Background: an optimization exercise with open tools, aiming at small area, a short achievable clock period and few clock cycles per item. Do not read the settings as production practice. Function was checked by simulation only, so behaviour that the tests miss may differ from the original. Power is estimated from default activity; no workload was simulated.

$ cat flow/design.v
module depkt_core (
    input  wire        clk,
    input  wire        rst,
    input  wire        cfg_strict_f,
    input  wire        cfg_zero_byte,
    input  wire        in_valid,
    output wire        in_ready,
    input  wire [31:0] in_data,
    input  wire [2:0]  in_cnt,
    input  wire        in_last,
    output wire        out_valid,
    input  wire        out_ready,
    output reg  [31:0] out_data,
    output reg  [2:0]  out_cnt,
    output wire        res_valid,
    output wire [2:0]  res_cause,
    output wire [4:0]  res_flags
);
    localparam [2:0] C_OK         = 3'd0;
    localparam [2:0] C_SHORT      = 3'd1;
    localparam [2:0] C_FBIT       = 3'd2;
    localparam [2:0] C_TRUNC_DON  = 3'd3;
    localparam [2:0] C_TRUNC_SIZE = 3'd4;
    localparam [2:0] C_TRUNC_EXTRA= 3'd5;
    localparam [2:0] C_ZERO_SIZE  = 3'd6;
    localparam [2:0] C_TRUNC_UNIT = 3'd7;
    localparam [2:0] S_IDLE  = 3'd0;    
    localparam [2:0] S_COPY  = 3'd1;    
    localparam [2:0] S_DRAIN = 3'd2;    
    localparam [2:0] S_RUN   = 3'd3;    
    localparam [2:0] S_HDR   = 3'd4;    
    localparam [2:0] S_UNIT  = 3'd5;    
    localparam [2:0] S_RES   = 3'd6;    
    reg  [2:0]  st;
    reg  [1:0]  p;           
    reg  [1:0]  at;          
    reg  [3:0]  k;           
    reg  [15:0] remain;      
    reg  [2:0]  err;         
    reg  [4:0]  flags;
    reg         ufbit;       
    function [4:0] classify(input [4:0] t);
        case (t)
            5'd1: classify = 5'b01000;    
            5'd5: classify = 5'b10000;    
            5'd6: classify = 5'b00100;    
            5'd7: classify = 5'b00001;    
            5'd8: classify = 5'b00010;    
            default: classify = 5'b00000;
        endcase
    endfunction
    function zero_type(input [4:0] t);
        zero_type = (t == 5'd6) || (t == 5'd7) || (t == 5'd8);
    endfunction
    wire [7:0] b0 = in_data[7:0];
    wire [7:0] b1 = in_data[15:8];
    wire [4:0] t0 = b0[4:0];
    wire is_single = (t0 >= 5'd1) && (t0 <= 5'd23);
    wire is_ag     = (t0 >= 5'd24) && (t0 <= 5'd27);
    wire is_fu     = (t0 == 5'd28) || (t0 == 5'd29);
    wire is_fub    = (t0 == 5'd29);
    wire fu_start  = b1[7];
    wire short     = in_last && (in_cnt <= 3'd2);
    wire [2:0] idle_err = short                          ? C_SHORT :
                          (cfg_strict_f && b0[7])        ? C_FBIT :
                          (is_fub && in_last && in_cnt == 3'd3) ? C_TRUNC_DON : C_OK;
    wire [3:0] donb = (at == 2'd0) ? 4'd0 : 4'd2;
    reg  [3:0] runl;
    always @(*) begin
        case (at)
            2'd0: runl = 4'd2;
            2'd1: runl = 4'd4;
            2'd2: runl = 4'd7;
            default: runl = 4'd8;
        endcase
    end
    wire [2:0] avail = in_cnt - {1'b0, p};
    wire [7:0] hsel  = in_data[8*p +: 8];          
    wire [3:0] run_left = runl - k;
    wire       run_all  = ({1'b0, avail} >= run_left);     
    wire [2:0] run_n    = run_all ? run_left[2:0] : avail;
    wire [3:0] k_next   = k + {1'b0, run_n};
    wire [3:0] dhi      = donb - k;                          
    wire [3:0] dlo      = donb + 4'd1 - k;
    wire       cap_hi   = !dhi[3] && (dhi < {1'b0, run_n});
    wire       cap_lo   = !dlo[3] && (dlo < {1'b0, run_n});
    wire [1:0] lhi      = p + dhi[1:0];
    wire [1:0] llo      = p + dlo[1:0];
    wire [15:0] size_next = {cap_hi ? in_data[8*lhi +: 8] : remain[15:8],
                             cap_lo ? in_data[8*llo +: 8] : remain[7:0]};
    wire       rem_big  = (remain[15:3] != 13'd0);
    wire       unit_end = !rem_big && (remain[2:0] <= avail);
    wire [2:0] unit_n   = unit_end ? remain[2:0] : avail;
    reg        emit;         
    reg        prefix;       
    reg        fuhdr;        
    reg        zb4;          
    reg        bdone;        
    reg        simple;       
    reg  [1:0] sh;           
    reg  [2:0] ncopy;        
    always @(*) begin
        emit   = 1'b0;
        prefix = 1'b0;
        fuhdr  = 1'b0;
        zb4    = 1'b0;
        bdone  = 1'b0;
        simple = 1'b0;
        sh     = p;
        ncopy  = avail;
        case (st)
            S_IDLE: begin
                if (idle_err != C_OK) begin
                    bdone = 1'b1;
                end else if (is_single) begin
                    emit   = 1'b1;
                    prefix = 1'b1;
                    zb4    = cfg_zero_byte && zero_type(t0);
                end else if (is_fu) begin
                    if (fu_start) begin
                        emit  = 1'b1;
                        fuhdr = 1'b1;
                        bdone = is_fub;
                    end else begin
                        emit  = !is_fub;
                        bdone = 1'b1;
                        sh    = 2'd2;
                        ncopy = in_cnt - 3'd2;
                    end
                end else if (!is_ag) begin
                    bdone = 1'b1;
                end
            end
            S_COPY: begin
                emit   = 1'b1;
                bdone  = 1'b1;
                simple = 1'b1;
            end
            S_DRAIN: bdone = 1'b1;
            S_RUN:   bdone = !run_all || ({1'b0, avail} == run_left);
            S_HDR: begin
                if (remain != 16'd0) begin
                    emit   = 1'b1;
                    prefix = 1'b1;
                    zb4    = cfg_zero_byte && zero_type(hsel[4:0]);
                end
            end
            S_UNIT: begin
                emit   = 1'b1;
                ncopy  = unit_n;
                bdone  = !unit_end || (remain[2:0] == avail);
                simple = unit_end && !ufbit;
            end
            default: ;
        endcase
    end
    wire active = in_valid && (st != S_RES);
    wire fire   = active && (!emit || out_ready);
    wire ending = fire && bdone && in_last;
    assign out_valid = active && emit;
    assign in_ready  = fire && bdone;
    assign res_valid = (st == S_RES) || (ending && simple);
    assign res_cause = (st == S_RES) ? err : C_OK;
    assign res_flags = (st == S_RES && err != C_OK) ? 5'd0 : flags;
    wire [31:0] shifted = in_data >> {sh, 3'b000};
    always @(*) begin
        if (prefix || fuhdr) begin
            out_data = {fuhdr ? {in_data[7:5], in_data[12:8]} : 8'h01,
                        zb4 ? 8'h00 : 8'h01, 16'h0000};
            out_cnt  = (fuhdr || zb4) ? 3'd4 : 3'd3;
        end else begin
            out_data = shifted;
            out_cnt  = ncopy;
        end
    end
    reg [2:0] end_cause;
    always @(*) begin
        end_cause = err;
        case (st)
            S_IDLE: end_cause = idle_err;
            S_RUN: begin
                if (k_next < donb)
                    end_cause = C_TRUNC_DON;
                else if (k_next == donb)
                    end_cause = C_OK;
                else if (k_next == donb + 4'd1)
                    end_cause = C_TRUNC_SIZE;
                else if (k_next != runl)
                    end_cause = C_TRUNC_EXTRA;
                else
                    end_cause = (size_next == 16'd0) ? C_ZERO_SIZE : C_TRUNC_UNIT;
            end
            S_UNIT: end_cause = unit_end ? C_FBIT : C_TRUNC_UNIT;
            default: ;
        endcase
    end
    always @(posedge clk) begin
        if (rst) begin
            st <= S_IDLE;
            p  <= 2'd0;
        end else if (st == S_RES) begin
            st <= S_IDLE;
        end else if (fire) begin
            case (st)
                S_IDLE: begin
                    err   <= idle_err;
                    ufbit <= 1'b0;
                    flags <= 5'd0;
                    k     <= 4'd0;
                    at    <= t0[1:0];
                    if (idle_err != C_OK)
                        st <= S_DRAIN;
                    else if (is_single) begin
                        flags <= classify(t0);
                        st    <= S_COPY;
                    end else if (is_fu) begin
                        if (fu_start)
                            flags <= classify(b1[4:0]);
                        st <= S_COPY;
                        if (fu_start && !is_fub)
                            p <= 2'd2;
                    end else if (is_ag) begin
                        st <= S_RUN;
                        p  <= 2'd1;
                    end else
                        st <= S_DRAIN;
                end
                S_RUN: begin
                    k      <= k_next;
                    remain <= size_next;
                    p      <= p + run_n[1:0];
                    if (run_all)
                        st <= S_HDR;
                end
                S_HDR: begin
                    if (remain == 16'd0) begin
                        err <= C_ZERO_SIZE;
                        st  <= S_DRAIN;
                    end else begin
                        flags <= flags | classify(hsel[4:0]);
                        ufbit <= cfg_strict_f && hsel[7];
                        st    <= S_UNIT;
                    end
                end
                S_UNIT: begin
                    remain <= remain - {13'd0, unit_n};
                    p      <= p + unit_n[1:0];
                    if (unit_end) begin
                        k <= donb;
                        if (ufbit) begin
                            err <= C_FBIT;
                            st  <= S_DRAIN;
                        end else
                            st <= S_RUN;
                    end
                end
                default: ;
            endcase
            if (bdone)
                p <= 2'd0;
            if (ending) begin
                if (simple)
                    st <= S_IDLE;
                else begin
                    st  <= S_RES;
                    err <= end_cause;
                end
            end
        end
    end
endmodule
module rtp_h264_depkt32 (
    input  wire        clk,
    input  wire        rst,
    input  wire        cfg_strict_f,
    input  wire        cfg_zero_byte,
    input  wire        in_valid,
    output wire        in_ready,
    input  wire [31:0] in_data,
    input  wire [2:0]  in_cnt,
    input  wire        in_last,
    output wire        out_valid,
    input  wire        out_ready,
    output wire [31:0] out_data,
    output wire [2:0]  out_cnt,
    output wire        res_valid,
    output wire [2:0]  res_cause,
    output wire [4:0]  res_flags
);
    depkt_core core (
        .clk(clk), .rst(rst),
        .cfg_strict_f(cfg_strict_f), .cfg_zero_byte(cfg_zero_byte),
        .in_valid(in_valid), .in_ready(in_ready), .in_data(in_data), .in_cnt(in_cnt),
        .in_last(in_last),
        .out_valid(out_valid), .out_ready(out_ready), .out_data(out_data), .out_cnt(out_cnt),
        .res_valid(res_valid), .res_cause(res_cause), .res_flags(res_flags)
    );
endmodule
$ cat flow/run.sh
#!/bin/bash
# synth_recipe.tcl (not shown) runs the flow's synth.tcl, then flattens the netlist and writes it again
# the make line also repeats each setting of config.mk as NAME=value (left out here)
make -C /OpenROAD-flow-scripts/flow DESIGN_CONFIG=/design/flow/config.mk WORK_HOME=/design/flow/orfs CLKGATE_MAP_FILE= SYNTH_SCRIPT=/design/flow/synth_recipe.tcl finish
$ cat flow/config.mk
export PLATFORM = sky130hd
export DESIGN_NAME = rtp_h264_depkt32
export DESIGN_NICKNAME = rtp_h264_depkt32
export VERILOG_FILES = /design/flow/design.v
export SDC_FILE = /design/flow/constraint.sdc
export NUM_CORES = 4
export LEC_CHECK = 0
export CAP_MARGIN = 20
export CORE_MARGIN = 2
export CORE_UTILIZATION = 40
export SETUP_SLACK_MARGIN = 3
export SLEW_MARGIN = 20
$ cat flow/constraint.sdc
create_clock -name core_clock -period 7.0 [get_ports {clk}]
set_input_delay 1.4000 -clock core_clock [delete_from_list [all_inputs] [get_ports {clk}]]
set_output_delay 1.4000 -clock core_clock [all_outputs]
set_load 0.01 [all_outputs]
==> impl_results.md, run 1 <==
- Result of the run: timing/DRC/antenna clean
- Arrival time at the worst endpoint: 4.15 ns
- Post-Syn Instances: 674
- Layout cells sized above 1: 0.380
- Final setup violating endpoints: 0
- Cell occurring most often along the worst timing path: sky130_fd_sc_hd__buf_6
- Critical Path Sink Type: primary output
- Area enclosed by the die boundary: 14400 µm²
- Drt total wl: 21700 µm
- Vias after detailed routing: 6333
- Setup skew after layout: 0.00781 ns
- Arithmetic-cell share of the synthesized area counting full adders, half adders and majority gates: 0.0928
- XOR/XNOR share of the synthesized area: 0.0302
- RSZ-0062 raised after global routing: true
- Number of nets in the layout: 930
- Detailed-route DRC error count: 0
- Chip Height: 120 µm
- Power density over the cells: 340 nW/µm²
- FMAX: 180 MHz
- Library cells used by synthesis: 83
- Slew Viols, Final: 0
- Most used flip-flop cell after synthesis: sky130_fd_sc_hd__edfxtp_1
- Initial Util: 0.409
- Syn Nets: 753
- Static Leakage: 0.00335 µW
- Hold path cells: 2
- Largest voltage drop on the vdd net: 0.143 mV
- Worst Max-Slew Pin Slew: 0.995 ns
- Gpl congestion: 0.922
- Combined global-route utilization of all metal layers: 0.295
- Detail-routed net length per standard cell: 21.1 µm
- Length in cells of the worst reg-to-reg path: 22
- Compound-Gate Fraction of Synth Area: 0.235
- Headroom to the max-slew limit: 0.332
- H-tree Lvls: 2
- Count of hold-fix buffers inserted at cts: 0
- Crit share post-route: 0.793
- Master cell of the clock root buffer: sky130_fd_sc_hd__clkbuf_16
- Count of synthesis-stage warnings from yosys: 1
- Post-synthesis cell area: 5390 µm²
- Max-cap viol count: 0
- Clock Sinks: 36
- Per-instance average area after synthesis: 8.00 µm²
- Number of buffers created by CTS: 5
- Cells traversed along the worst timing path: buf_12 -> inv_12 -> ha_4 -> inv_2 -> fa_2 -> xnor2_4 -> inv_2 -> ha_4 -> nand3_4 -> a21boi_4 -> nor3_4 -> buf_4 -> buf_6 -> buf_6 -> a21oi_4 -> nand2_2 -> a31oi_4 -> or2_1 -> buf_6
- Worst reg-to-reg setup slack: 1.92 ns
- Final core utilization: 0.653
- Worst endpoint required time: 5.60 ns
- DIE WIDTH: 120 µm
- Number of synthesized register bits: 36
- Reg-to-Reg Start: core.at[1]$_DFFE_PP_
- Rows: 42
- Shortest period the worst path allows: 5.55 ns
- Post-detailed-route count of antenna-violating nets: 0
- Clock edge transition at the registers on the reported setup and hold paths: 0.05 ns
- DP Wirelength: 15200 µm
- Buffers from clock root to sink, at most: 2
- Core box area: 13200 µm²
- Initial DRC Count: 481
- EDFF count, synth: 31
- Count of final hold-check violations: 0
- Cell types with the highest counts after synthesis: sky130_fd_sc_hd__nor2_1, sky130_fd_sc_hd__nand2_1, sky130_fd_sc_hd__a21oi_1, sky130_fd_sc_hd__inv_1, sky130_fd_sc_hd__ha_1
- Final TNS setup: 0 ns
- HP Class: flip-flop to flip-flop
- Largest family of logic cells by synthesized area: simple AND/OR/NAND/NOR gates
- First-pass GRT wire length: 33500 µm
- Final hold slack: 0.643 ns
- Library cell with the largest summed area after synthesis: sky130_fd_sc_hd__edfxtp_1
- Worst-path maximum fanout: 4
- Antenna diode count: 0
- Slowest stage delay, CP: 0.42 ns
- Cells taking the most area after synthesis: sky130_fd_sc_hd__edfxtp_1, sky130_fd_sc_hd__ha_1, sky130_fd_sc_hd__mux4_2
- Master of the slowest instance on the critical path: sky130_fd_sc_hd__fa_2
- Share of synthesized area occupied by flip-flops and latches: 0.191
- Buffers on Ports: 87
- Routed via count divided by cell count: 6.16
- Boundary pin count: 88
- Clock latency on the worst-skew pair: 0.29 ns
- Post-synth ARST share: 0
- CTS tree: yes
- Remaining Overflow, GRT: 0
- Number of global-route vias before repair: 6211
- Setup crit start kind: input port
- Filler Cell Count: 1063
- Yosys top cell area share: 0.173
- First-pass iteration count of the detailed router: 5
- Basic-gate share of the synthesized area counting and, or, nand and nor cells: 0.260
- Kind of critical path: input port to primary output
- Hold path startpoint: core.flags[2]$_DFFE_PP_
- Initial antenna violation count: 0
- Area grow syn2layout: 59.7%
- Most frequent cell after synthesis: sky130_fd_sc_hd__nor2_1
- Share of synthesized area spent on multiplexers: 0.133
- Maximum number of pins on one net before global-route repair: 31
- Start point of the critical path: in_cnt[0]
==> path summary, 6_finish.rpt <==
path                             endpoint
hold / removal    core.flags[2]$_DFFE_PP_
setup reg to reg    core.err[0]$_DFFE_PP_
setup / recovery               out_cnt[0]
hold reg to reg   core.flags[2]$_DFFE_PP_
==> area by class of cell <==
cell class                 count  area, µm²  area share
clock inverter                 1       3.75    0.000436
inverter                      39        159      0.0185
timing repair buffer         208       1890       0.219
multi-input combinational    561       5180       0.601
clock buffer                   7        133      0.0154
tap                          176        220      0.0256
sequential                    36       1030       0.120
==> placed cells by master (no fill, tap or decap), types with 11 or more instances in the layout <==
master and count:
sky130_fd_sc_hd__mux2i_1 18, sky130_fd_sc_hd__dlygate4sd2_1 46, sky130_fd_sc_hd__nand3_1 21, sky130_fd_sc_hd__ha_1 22
sky130_fd_sc_hd__a21oi_1 35, sky130_fd_sc_hd__buf_4 87, sky130_fd_sc_hd__edfxtp_1 31, sky130_fd_sc_hd__nor2_1 59
sky130_fd_sc_hd__nor2_2 11, sky130_fd_sc_hd__buf_6 31, sky130_fd_sc_hd__a21oi_2 11, sky130_fd_sc_hd__inv_1 32
sky130_fd_sc_hd__nand2_1 46, sky130_fd_sc_hd__nor2_4 19, sky130_fd_sc_hd__nor2b_1 16, sky130_fd_sc_hd__clkdlybuf4s50_1 30
sky130_fd_sc_hd__a211oi_1 13, sky130_fd_sc_hd__o21ai_0 11, sky130_fd_sc_hd__mux4_2 16
==> worst max-delay path: cells and delay by family <==
kind,cells,cell delay [ns]
AND/OR/NAND/NOR,4,0.68
buffers and inverters,8,0.76
adder cells (fa/ha/maj),3,0.83
XOR/XNOR,1,0.17
AO/OA/AOI/OAI,3,0.29
==> sequential cells by signal, summed over array words and instances, names as in the netlist <==
| register | count |
|---|---|
| core.err | 3 |
| core.ufbit | 1 |
| core.remain | 16 |
| core.flags | 5 |
| core.p | 2 |
| core.st | 3 |
| core.at | 2 |
| core.k | 4 |
==> metal layers <==
metal / routed length [µm] / global-route usage / part of all wire / vias to the layer above
met5: 0 / 0 / 0 / -
met4: 575 / 0.0971 / 0.026 / 0
met3: 1590 / 0.0513 / 0.073 / 51
met2: 10500 / 0.489 / 0.48 / 308
met1: 9100 / 0.388 / 0.42 / 3094
li1: - / - / - / 2880
==> logic make-up after synthesis <==
| kind of cell | Yosys count |
|---|---|
| AO/OA/AOI/OAI | 185 |
| XOR/XNOR | 17 |
| adder cells (fa/ha/maj) | 37 |
| buffers and inverters | 78 |
| flip-flops | 36 |
| multiplexers | 51 |
| AND/OR/NAND/NOR | 270 |
==> power by group <==
part	switching (µW)	internal (µW)	total, µW
logic	1200	1150	2350
registers	66.3	295	361
clock network	91.0	131	222
==> per-stage QoR <==
step                power (µW)  instance area [µm²]  worst slack [ns]  std cells
floorplan                 1630                 6060              1.82        674
global placement          2140                 6990             0.488        913
detailed placement        2160                 7000             0.366        914
CTS                       2790                 8270              1.62       1010
global route              3100                 8610              1.41       1028
finish                    2930                 8610              1.45       1028
==> what timing repair did <==
action | CTS | global route
endpoints found under the hold margin | 0 | 0
setup buffers | 87 | 18
endpoints found under the setup margin | 79 | 78
gates cloned | 1 | 0
pin swaps | 47 | 38
gates resized for setup | 205 | 42
Testbench counts, summed over its fixed seeds: cycles 47,426, in bytes 177,094.
==> inputs of run 2 (changes only) <==
--- a/flow/config.mk
+++ b/flow/config.mk
@@ -8,5 +8,5 @@
 export CAP_MARGIN = 20
 export CORE_MARGIN = 2
 export CORE_UTILIZATION = 40
-export SETUP_SLACK_MARGIN = 3
+export SETUP_SLACK_MARGIN = 1.5
 export SLEW_MARGIN = 20
==> impl_results.md, run 2 <==
- Rows: 42
- Cells taking the most area after synthesis: sky130_fd_sc_hd__edfxtp_1, sky130_fd_sc_hd__ha_1, sky130_fd_sc_hd__mux4_2
- Area enclosed by the die boundary: 14400 µm²
- Post-synthesis cell area: 5390 µm²
- Critical Path Sink Type: flip-flop
- Buffers from clock root to sink, at most: 2
- Arithmetic-cell share of the synthesized area counting full adders, half adders and majority gates: 0.0928
- Most used flip-flop cell after synthesis: sky130_fd_sc_hd__edfxtp_1
- Max FFs per register: 16
- Most common cell after layout, fill and taps aside: sky130_fd_sc_hd__nor2_1
- Number of nets in the layout: 861
- Final core utilization: 0.553
- Drt total wl: 20100 µm
- Syn Nets: 753
- Chip Height: 120 µm
- Layout cells sized above 1: 0.201
- Largest delay share family, worst path: adder cells
- Detail-routed net length per standard cell: 21.0 µm
- Count of synthesis-stage warnings from yosys: 1
- Share of synthesized area occupied by flip-flops and latches: 0.191
- DIE WIDTH: 120 µm
- Largest voltage drop on the vdd net: 0.139 mV
- Top flop regs: core.remain: 16 flops, core.flags: 5 flops, core.k: 4 flops
- First-pass iteration count of the detailed router: 5
- Post-synth ARST share: 0
- Post-Syn Instances: 674
- Clock edge transition at the registers on the reported setup and hold paths: 0.06 ns
- Post-Place Setup Slack: 0.230 ns
- Shortest period the worst path allows: 5.48 ns
- Detailed-route DRC error count: 0
- Worst endpoint required time: 7.02 ns
- Clock latency on the worst-skew pair: 0.30 ns
- Count of final hold-check violations: 0
- Share of synthesized area spent on multiplexers: 0.133
- Basic-gate share of the synthesized area counting and, or, nand and nor cells: 0.260
- Initial Util: 0.409
- Master cell of the clock root buffer: sky130_fd_sc_hd__clkbuf_16
- RSZ-0062 raised after global routing: true
- Initial antenna violation count: 0
- Per-instance average area after synthesis: 8.00 µm²
- H-tree Lvls: 2
- Gpl congestion: 0.975
- Result of the run: timing/DRC/antenna clean
- Library cell with the largest summed area after synthesis: sky130_fd_sc_hd__edfxtp_1
- Library cells used by synthesis: 83
- Count of hold-fix buffers inserted at cts: 0
- HP Class: flip-flop to flip-flop
- Worst reg-to-reg setup slack: 1.83 ns
- Area grow syn2layout: 35.3%
- CTS tree: yes
- Final TNS setup: 0 ns
- Worst Max-Slew Pin Slew: 0.983 ns
- Total buffers and inverters traversed by the critical path: 3
- Yosys top cell area share: 0.173
- Static Leakage: 0.00305 µW
- Slowest stage delay, CP: 0.60 ns
- Arrival time at the worst endpoint: 5.50 ns
- Vias after detailed routing: 5890
- Highest-count cells in the layout ignoring fill and taps: sky130_fd_sc_hd__nor2_1, sky130_fd_sc_hd__nand2_1, sky130_fd_sc_hd__clkdlybuf4s50_1
- Cells traversed along the worst timing path: clkdlybuf4s15_1 -> fa_2 -> xnor2_2 -> buf_4 -> ha_1 -> a21oi_2 -> nor3_4 -> mux2i_2 -> ha_1 -> inv_1 -> fa_1 -> xor2_1 -> a31o_2 -> nand2_1 -> nor3b_1 -> and4_1 -> o211ai_1 -> o21ai_2 -> a31oi_2
- Final worst slack: 1.52 ns
- Power density over the cells: 327 nW/µm²
- Slew Viols, Final: 0
- Setup crit start kind: input port
- EDFF count, synth: 31
- Register with the highest flop count: core.remain
- Cell occurring most often along the worst timing path: sky130_fd_sc_hd__ha_1
- XOR/XNOR share of the synthesized area: 0.0302
- Setup skew after layout: 0.00828 ns
- Final setup violating endpoints: 0
- Clock Sinks: 36
- Number of synthesized register bits: 36
- Maximum number of pins on one net before global-route repair: 30
- DP Wirelength: 14900 µm
- Crit share post-route: 0.782
- Initial DRC Count: 448
- Cell types with the highest counts after synthesis: sky130_fd_sc_hd__nor2_1, sky130_fd_sc_hd__nand2_1, sky130_fd_sc_hd__a21oi_1, sky130_fd_sc_hd__inv_1, sky130_fd_sc_hd__ha_1
- Boundary pin count: 88
- Buffers on Ports: 87
- Most frequent cell after synthesis: sky130_fd_sc_hd__nor2_1
- Number of buffers created by CTS: 5
- First-pass GRT wire length: 31800 µm
- Remaining Overflow, GRT: 0
- Post-detailed-route count of antenna-violating nets: 0
- Max-cap viol count: 0
- Number of global-route vias before repair: 5784
- Routed via count divided by cell count: 6.14
- Largest family of logic cells by synthesized area: simple AND/OR/NAND/NOR gates
- Headroom to the max-slew limit: 0.340
- Core box area: 13200 µm²
- FMAX: 183 MHz
- Kind of critical path: input port to flip-flop
- Worst-path maximum fanout: 4
- Compound-Gate Fraction of Synth Area: 0.235
- Antenna diode count: 0
- Master of the slowest instance on the critical path: sky130_fd_sc_hd__fa_1
- Combined global-route utilization of all metal layers: 0.280
==> run 2: cell counts after synthesis <==
No cell type changed its count.
==> run 2: layer usage <==
| metal | wire length [µm] | global-route usage |
|---|---|---|
| met3 | 1610 | 0.0494 |
| met1 | 8620 | 0.382 |
| met4 | 384 | 0.0853 |
| met5 | 0 | 0 |
| met2 | 9530 | 0.452 |
==> run 2: area by class of cell <==
cell class / instances / area (µm²)
Inverter: 39 / 149
Fill cell: 1224 / 5890
Tap cell: 176 / 220
Sequential cell: 36 / 1030
Timing Repair Buffer: 140 / 1350
Clock inverter: 3 / 37.5
Clock buffer: 5 / 125
Multi-Input combinational cell: 560 / 4380
==> run 2: tightest hold or removal path: cells and delay by family, from the launching register on <==
family,cells,cell delay [ns]
compound gates,2,0.16
flops,1,0.35
==> run 2: path summary, 6_finish.rpt <==
kind,from,to,cells after the start
worst max register to register,core.at[1]$_DFFE_PP_,core.err[0]$_DFFE_PP_,22
worst max-delay path,in_cnt[1],core.err[0]$_DFFE_PP_,19
worst min register to register,core.flags[0]$_DFFE_PP_,core.flags[0]$_DFFE_PP_,2
worst min-delay path,core.flags[0]$_DFFE_PP_,core.flags[0]$_DFFE_PP_,2
==> run 2: timing repair <==
item	CTS	global route
pin swaps	16	14
buffers inserted	15	17
cloned	1	0
setup endpoints to repair	56	42
gates resized for setup	68	68
==> run 2: per-stage QoR <==
step                std cells  instance area [µm²]  hold slack [ns]  total power (µW)
detailed placement        918                 6490            0.624              1980
CTS                       942                 6910            0.639              2310
finish                    959                 7300            0.636              2390
global route              959                 7300            0.685              2550
global placement          918                 6490            0.611              1960
floorplan                 674                 5410            0.575              1420
==> run 2: power by group <==
part | leakage, µW | switching, µW | total [µW] | internal [µW]
combinational | 0.00265 | 954 | 1760 | 811
clock | 0.0000789 | 100 | 266 | 166
sequential | 0.000326 | 62.3 | 357 | 295
==> run 2: kinds of logic (layout without fill, tap and decap cells) <==
| logic type | after synthesis | after routing |
|---|---|---|
| xor gates and xnor gates | 17 | 17 |
| adders and majority gates | 37 | 37 |
| AOI/OAI and AO/OA | 185 | 185 |
| buffers and inverters | 78 | 187 |
| and+or+nand+nor | 270 | 270 |
| muxes | 51 | 51 |
| DFF | 36 | 36 |
==> inputs of run 3 (changes only) <==
--- a/flow/config.mk
+++ b/flow/config.mk
@@ -8,5 +8,4 @@
 export CAP_MARGIN = 20
 export CORE_MARGIN = 2
 export CORE_UTILIZATION = 40
-export SETUP_SLACK_MARGIN = 1.5
 export SLEW_MARGIN = 20
==> impl_results.md, run 3 <==
- Slew Viols, Final: 0
- Master of the slowest instance on the critical path: sky130_fd_sc_hd__clkdlybuf4s50_1
- Layout cells sized above 1: 0.0972
- Post-synthesis cell area: 5390 µm²
- EDFF count, synth: 31
- Remaining Overflow, GRT: 0
- Post-Layout Inst Area: 6650 µm²
- Per-instance average area after synthesis: 8.00 µm²
- Area grow syn2layout: 23.3%
- Maximum number of pins on one net before global-route repair: 30
- Post-detailed-route count of antenna-violating nets: 0
- Post CTS Setup Buffer Count: 0
- Detail-routed net length per standard cell: 20.4 µm
- CTS tree: yes
- Final TNS setup: 0 ns
- Number of buffers created by CTS: 5
- Boundary pin count: 88
- Buffers from clock root to sink, at most: 2
- Share of synthesized area occupied by flip-flops and latches: 0.191
- Final core utilization: 0.504
- Initial DRC Count: 485
- Most used flip-flop cell after synthesis: sky130_fd_sc_hd__edfxtp_1
- Gpl congestion: 0.965
- Count of final hold-check violations: 0
- Max-cap viol count: 0
- Number of synthesized register bits: 36
- Count of hold-fix buffers inserted at cts: 0
- HP Class: flip-flop to flip-flop
- Worst-path maximum fanout: 4
- Core box area: 13200 µm²
- Shortest period the worst path allows: 6.76 ns
- Antenna diode count: 0
- Count of synthesis-stage warnings from yosys: 1
- Critical Path Sink Type: primary output
- Cell area reported after detailed placement: 6480 µm²
- Buffers on Ports: 87
- Max FFs per register: 16
- Clock Sinks: 36
- RSZ-0062 raised after global routing: false
- Largest voltage drop on the vdd net: 0.170 mV
- Worst endpoint required time: 5.60 ns
- Filler Cell Count: 1276
- Library cells used by synthesis: 83
- Initial Util: 0.409
- Slowest stage delay, CP: 0.58 ns
- Initial antenna violation count: 0
- Result of the run: timing/DRC/antenna clean
- Clock latency on the worst-skew pair: 0.30 ns
- Vias after detailed routing: 5719
- DIE WIDTH: 120 µm
- Highest-count cells in the layout ignoring fill and taps: sky130_fd_sc_hd__nor2_1, sky130_fd_sc_hd__clkdlybuf4s50_1, sky130_fd_sc_hd__nand2_1
- Clock edge transition at the registers on the reported setup and hold paths: 0.06 ns
- Kind of critical path: input port to primary output
- Syn Nets: 753
- Rows: 42
- Cells taking the most area after synthesis: sky130_fd_sc_hd__edfxtp_1, sky130_fd_sc_hd__ha_1, sky130_fd_sc_hd__mux4_2
- Master cell of the clock root buffer: sky130_fd_sc_hd__clkbuf_16
- Post-synth ARST share: 0
- Power density over the cells: 343 nW/µm²
- Setup crit start kind: input port
- Drt total wl: 18900 µm
- Crit share post-route: 0.965
- Chip Height: 120 µm
- Cells traversed along the worst timing path: clkdlybuf4s50_1 -> inv_1 -> ha_1 -> inv_1 -> fa_1 -> xnor2_1 -> inv_1 -> ha_1 -> nand3_1 -> a21boi_1 -> o31ai_1 -> nand4_1 -> or3b_4 -> o21ai_0 -> clkdlybuf4s50_1
- Worst Max-Slew Pin Slew: 0.963 ns
- DP Wirelength: 14800 µm
- Cell types with the highest counts after synthesis: sky130_fd_sc_hd__nor2_1, sky130_fd_sc_hd__nand2_1, sky130_fd_sc_hd__a21oi_1, sky130_fd_sc_hd__inv_1, sky130_fd_sc_hd__ha_1
- Combined global-route utilization of all metal layers: 0.264
- H-tree Lvls: 2
- Arrival time at the worst endpoint: 5.36 ns
- Register with the highest flop count: core.remain
- Top flop regs: core.remain: 16 flops, core.flags: 5 flops, core.k: 4 flops
- Area enclosed by the die boundary: 14400 µm²
- Yosys top cell area share: 0.173
- First-pass GRT wire length: 30200 µm
- Post-Syn Instances: 674
- Headroom to the max-slew limit: 0.358
- Most common cell after layout, fill and taps aside: sky130_fd_sc_hd__nor2_1
- Most frequent cell after synthesis: sky130_fd_sc_hd__nor2_1
- First-pass iteration count of the detailed router: 5
- Library cell with the largest summed area after synthesis: sky130_fd_sc_hd__edfxtp_1
- Final setup violating endpoints: 0
- Number of global-route vias before repair: 5599
- FMAX: 148 MHz
- Detailed-route DRC error count: 0
- Cell occurring most often along the worst timing path: sky130_fd_sc_hd__inv_1
- Number of nets in the layout: 829
- Setup skew after layout: 0.00702 ns
- Static Leakage: 0.00249 µW
- Routed via count divided by cell count: 6.17
run 3: logic make-up (layout without fill, tap and decap cells):
group | count (synthesis) | count (layout) | synth area share
multiplexers | 51 | 51 | 0.133
adder cells (fa/ha/maj) | 37 | 37 | 0.0928
AO/OA/AOI/OAI | 185 | 185 | 0.235
XOR/XNOR | 17 | 17 | 0.0302
flip-flops | 36 | 36 | 0.191
AND/OR/NAND/NOR | 270 | 270 | 0.260
buffers and inverters | 78 | 155 | 0.0578
run 3: repair_timing:
item                                    4_1_cts  5_1_grt
hold endpoints to repair                      0        0
resized for setup                             0        1
endpoints found under the setup margin        0        1
run 3: final timing paths:
kind | from | to | slack (ns) | cells past startpoint
worst max-delay path | in_cnt[0] | res_valid | 0.24 | 15
worst min-delay path | core.flags[4]$_DFFE_PP_ | core.flags[4]$_DFFE_PP_ | 0.64 | 2
worst max register to register | core.at[1]$_DFFE_PP_ | core.err[0]$_DFFE_PP_ | 1.33 | 21
worst min register to register | core.flags[4]$_DFFE_PP_ | core.flags[4]$_DFFE_PP_ | 0.64 | 2
run 3: final cells by class:
class / count / area (µm²) / share of cell area
inverters: 39 / 146 / 0.0220
flip-flops and latches: 36 / 1030 / 0.155
clock inverters: 3 / 42.5 / 0.00640
clock buffers: 5 / 125 / 0.0188
well taps: 176 / 220 / 0.0331
repair buffers: 108 / 1030 / 0.155
multi-input cells: 560 / 4060 / 0.610
run 3: worst max-delay path, delay by kind of cell:
family                     cells  cell delay (ns)
AOI/OAI and AO/OA              3             0.64
xor gates and xnor gates       1             0.32
adders and majority gates      3             0.89
buffers and inverters          5             1.35
and+or+nand+nor                3             0.75
run 3: metal layers:
metal  global-route usage  routed length (µm)  vias to the layer above
met2                0.431                8670                      289
met3               0.0437                1430                       45
met4               0.0801                 469                        0
li1                     -                   -                     2678
met1                0.357                8350                     2707
met5                    0                   0                        -
run 3: per-stage QoR:
step	worst slack (ns)	hold WS, ns	std cells	power (µW)
3_3_place_gp	0.354	0.610	919	1970
2_1_floorplan	1.27	0.575	674	1410
4_1_cts	0.190	0.634	927	2270
5_1_grt	0.0712	0.670	927	2450
3_5_place_dp	0.226	0.621	919	1980
6_report	0.244	0.636	927	2280
run 3: power breakdown:
group / switching [µW] / total (µW) / internal [µW] / leakage (µW)
clock: 101 / 268 / 168 / 0.0000798
sequential: 59.7 / 355 / 295 / 0.000326
combinational: 903 / 1660 / 754 / 0.00208
total: 1060 / 2280 / 1220 / 0.00249

## re-timing with driven ports
How much do the figures lean on ideal ports? The routed layouts below were timed once more, with nothing changed but the port constraints. Step 1 assumes that a clkbuf_16 drives the clock port and a buf_2 every other input. Step 2 adds t to the input delays and takes it off the output delays; t is the mean of the earliest and latest rising clock arrival at the registers after step 1. Input paths then give back, and output paths get back, about the clock's delay inside the block. a / b / c = ideal ports / drivers / drivers and shift; a / b = the first two.
run | shift t [ns] | slack for setup (ns) | hold slack, ns | latest minus earliest clock arrival (ns)
run 1 | 0.332 | 1.451 / 1.404 / 1.241 | 0.643 / 0.643 / 0.643 | 0.008 / 0.008
run 2 | 0.335 | 1.523 / 1.510 / 1.189 | 0.636 / 0.636 / 0.636 | 0.009 / 0.008
run 3 | 0.330 | 0.244 / 0.221 / 0.071 | 0.636 / 0.636 / 0.636 | 0.007 / 0.007
After both steps setup and hold are still met in every run listed. For run 2, which loses most, drivers alone change the setup slack by -0.013 ns; drivers and shift together by -0.334 ns.
